Context: an optimization exercise on an open-source flow, tuned for small area. The choices shown serve that exercise and are no tape-out recipe. RTL that was checked went through simulation tests only; none was proved equivalent to the original. The clock port is modelled as an ideal driver, which makes a skipped or thinned clock tree look cheaper than it is; a real chip needs a root buffer or a tree.

## run 1
==> module npc_encoder, before the edit <==
module npc_encoder (
    input  wire       clk,
    input  wire       rst,
    input  wire       enc_valid,
    input  wire [2:0] enc_cmd,     
    input  wire       enc_arg,
    output wire       enc_ready,
    output wire       tx_valid,
    output wire [7:0] tx_byte,
    output wire       tx_last,
    input  wire       tx_ready
);
    localparam [4:0] O0 = 5'd13;
    localparam [4:0] O1 = 5'd27;
    localparam [4:0] O2 = 5'd23;
    localparam [4:0] O3 = 5'd15;
    localparam [4:0] O4 = 5'd31;
    localparam [4:0] O5 = 5'd30;
    localparam [4:0] O6 = 5'd29;
    localparam [4:0] O7 = 5'd26;
    localparam [4:0] O8 = 5'd20;
    localparam [4:0] O9 = 5'd8;
    localparam [4:0] O10 = 5'd17;
    localparam [4:0] O11 = 5'd2;
    localparam [4:0] O12 = 5'd4;
    localparam [4:0] O13 = 5'd9;
    localparam [4:0] O14 = 5'd18;
    localparam [4:0] O15 = 5'd5;
    localparam [4:0] O16 = 5'd10;
    localparam [4:0] O17 = 5'd21;
    localparam [4:0] O18 = 5'd11;
    reg       busy;
    reg [4:0] st;
    reg [2:0] tpl;
    wire [7:0] sub  = {5'd0, tpl[2] | tpl[1], ~tpl[2] | tpl[1], tpl[2] & tpl[0]};
    wire [7:0] par  = {7'd0, ~tpl[2]};
    wire [7:0] par2 = {7'd0, ~tpl[2] & tpl[0]};
    wire [7:0] cks  = {5'd0, tpl[1], tpl[2] ? ~tpl[1] : tpl[0], ~(tpl[2] ^ tpl[0])};
    reg [7:0] b;
    always @(*) begin
        case (st)
            O0: b = 8'hAA;
            O1: b = 8'hB4;
            O2: b = sub;
            O3: b = par;
            O4: b = par2;
            O15: b = 8'hFF;
            O16: b = 8'hFF;
            O17: b = cks;
            O18: b = 8'hAB;
            default: b = 8'h00;
        endcase
    end
    wire last = (st == O18);
    assign enc_ready = ~busy;
    assign tx_valid  = busy;
    assign tx_byte   = b;
    assign tx_last   = last;
    always @(posedge clk) begin
        if (rst)
            busy <= 1'b0;
        else if (!busy)
            busy <= enc_valid & ~(enc_cmd[2] & (enc_cmd[1] | enc_cmd[0]));
        else if (tx_ready & last)
            busy <= 1'b0;
    end
    always @(posedge clk) begin
        if (!busy)
            st <= O0;
        else if (tx_ready)
            st <= {st[3:0], st[0] ^ st[2] ^ st[3] ^ st[4]};
    end
    always @(posedge clk) begin
        if (!busy)
            tpl <= {enc_cmd[2] | enc_cmd[1], enc_cmd[0], enc_cmd[1] | (~enc_cmd[2] & ~enc_arg)};
    end
endmodule
Settings: LEC_CHECK=0, CAP_MARGIN=20, CORE_MARGIN=2, CORE_UTILIZATION=70, PLACE_DENSITY=0.8, SLEW_MARGIN=20; clock period 6.0 ns.
standard.sh (not shown) runs the stock make flow with config.mk's settings and CLKGATE_MAP_FILE= SYNTH_SCRIPT=/design/flow/synth_recipe.tcl, a recipe that flattens the netlist after the stock synthesis.
==> flow/flow/run.sh <==
#!/bin/bash
# Standard ORFS layout (the standard.sh, standard synthesis unchanged),
# with these changes:
#  - port buffers use the smallest buffer (buf_1) instead of the resizer's default;
#  - the synthesized tie cells are kept as they are (one per constant value)
#    instead of one tie cell per constant pin;
#  - clock tree: the registers are split into four groups of equal size by
#    location, each driven by one clock buffer from the clock port
#    (flow/clock_groups.tcl).
# ORFS logs stay in orfs/logs; standard.sh's own output goes to standard.log.
set -euo pipefail
HERE=$(pwd)
bash standard.sh \
  "BUFFER_PORTS_ARGS=-buffer_cell sky130_fd_sc_hd__buf_1" \
  "SKIP_REPAIR_TIE_FANOUT=1" \
  "PRE_CTS_TCL=$HERE/flow/clock_groups.tcl" \
  "CLK_GROUP_BUF=sky130_fd_sc_hd__clkbuf_8" \
  "CLK_GROUPS=4" \
  finish > standard.log 2>&1
Other scripts of this flow, unchanged in this note and not shown: flow/flow/clock_groups.tcl
Relative to run 1, the following input files were edited for run 2:
diff --git a/flow/design.v b/flow/design.v
--- a/flow/design.v
+++ b/flow/design.v
@@ -77,23 +77,23 @@
     input  wire       tx_ready
 );
-    localparam [4:0] O0 = 5'd13;
-    localparam [4:0] O1 = 5'd27;
-    localparam [4:0] O2 = 5'd23;
-    localparam [4:0] O3 = 5'd15;
-    localparam [4:0] O4 = 5'd31;
-    localparam [4:0] O5 = 5'd30;
-    localparam [4:0] O6 = 5'd29;
-    localparam [4:0] O7 = 5'd26;
-    localparam [4:0] O8 = 5'd20;
-    localparam [4:0] O9 = 5'd8;
+    localparam [4:0] O0 = 5'd7;
+    localparam [4:0] O1 = 5'd8;
+    localparam [4:0] O2 = 5'd9;
+    localparam [4:0] O3 = 5'd10;
+    localparam [4:0] O4 = 5'd11;
+    localparam [4:0] O5 = 5'd12;
+    localparam [4:0] O6 = 5'd13;
+    localparam [4:0] O7 = 5'd14;
+    localparam [4:0] O8 = 5'd15;
+    localparam [4:0] O9 = 5'd16;
     localparam [4:0] O10 = 5'd17;
-    localparam [4:0] O11 = 5'd2;
-    localparam [4:0] O12 = 5'd4;
-    localparam [4:0] O13 = 5'd9;
-    localparam [4:0] O14 = 5'd18;
-    localparam [4:0] O15 = 5'd5;
-    localparam [4:0] O16 = 5'd10;
-    localparam [4:0] O17 = 5'd21;
-    localparam [4:0] O18 = 5'd11;
+    localparam [4:0] O11 = 5'd18;
+    localparam [4:0] O12 = 5'd19;
+    localparam [4:0] O13 = 5'd20;
+    localparam [4:0] O14 = 5'd21;
+    localparam [4:0] O15 = 5'd22;
+    localparam [4:0] O16 = 5'd23;
+    localparam [4:0] O17 = 5'd24;
+    localparam [4:0] O18 = 5'd25;
     reg       busy;
     reg [4:0] st;
@@ -135,5 +135,5 @@
             st <= O0;
         else if (tx_ready)
-            st <= {st[3:0], st[0] ^ st[2] ^ st[3] ^ st[4]};
+            st <= st + 5'd1;
     end
     always @(posedge clk) begin
--- outcome ---
Re post-layout worst setup margin: run 2 is 54 ps down on run 1.
Run 2 against run 1: fraction of layout cells with a size suffix above 1 went up by 0.23 points; die area went up by about 0.6%.
Looking at final worst-path cycle share across run 2 and run 1, the one that comes out higher is run 2.
In the reports for run 2 and run 1, the larger detailed-route wire length per cell belongs to run 2.
Summary: with run 1 as the reference, number of instances in the synthesized netlist in run 2 moved up slightly.
Routability congestion estimate from global placement (run 2 / run 1): 0.853
Compare run 2 and run 1 | highest achievable clock rate higher: run 1
Run 2 vs run 1 on post-synthesis xor/xnor area fraction: run 2 is the lower one.
Count of boundary I/O pins came out exactly the same in run 2 and run 1.
No functional check of the RTL was part of run 1. In every run of this note, the design's own scripts or RTL, not TritonCTS, make the clock network.

## what the ideal ports hide
No port has a modelled driver above. Below, the same layouts with a new extraction and two added sets of constraints. Step 1: set_driving_cell puts a clkbuf_16 on clk and a buf_2 on each other input, an assumption about the parent block. Step 2 also shifts input and output timing later by t, the mid clock arrival at the registers, as if the neighbouring blocks saw the same clock. Three values: ideal ports, drivers, drivers and shift; two values: the first two.
run	t, ns	setup WS [ns]	slew at the worst register clock pin (ns)
run 1	0.208	1.985 / 2.017 / 1.809	0.10 / 0.10
run 2	0.207	1.931 / 1.962 / 1.755	0.10 / 0.10
After both steps setup and hold are still met in every run listed.
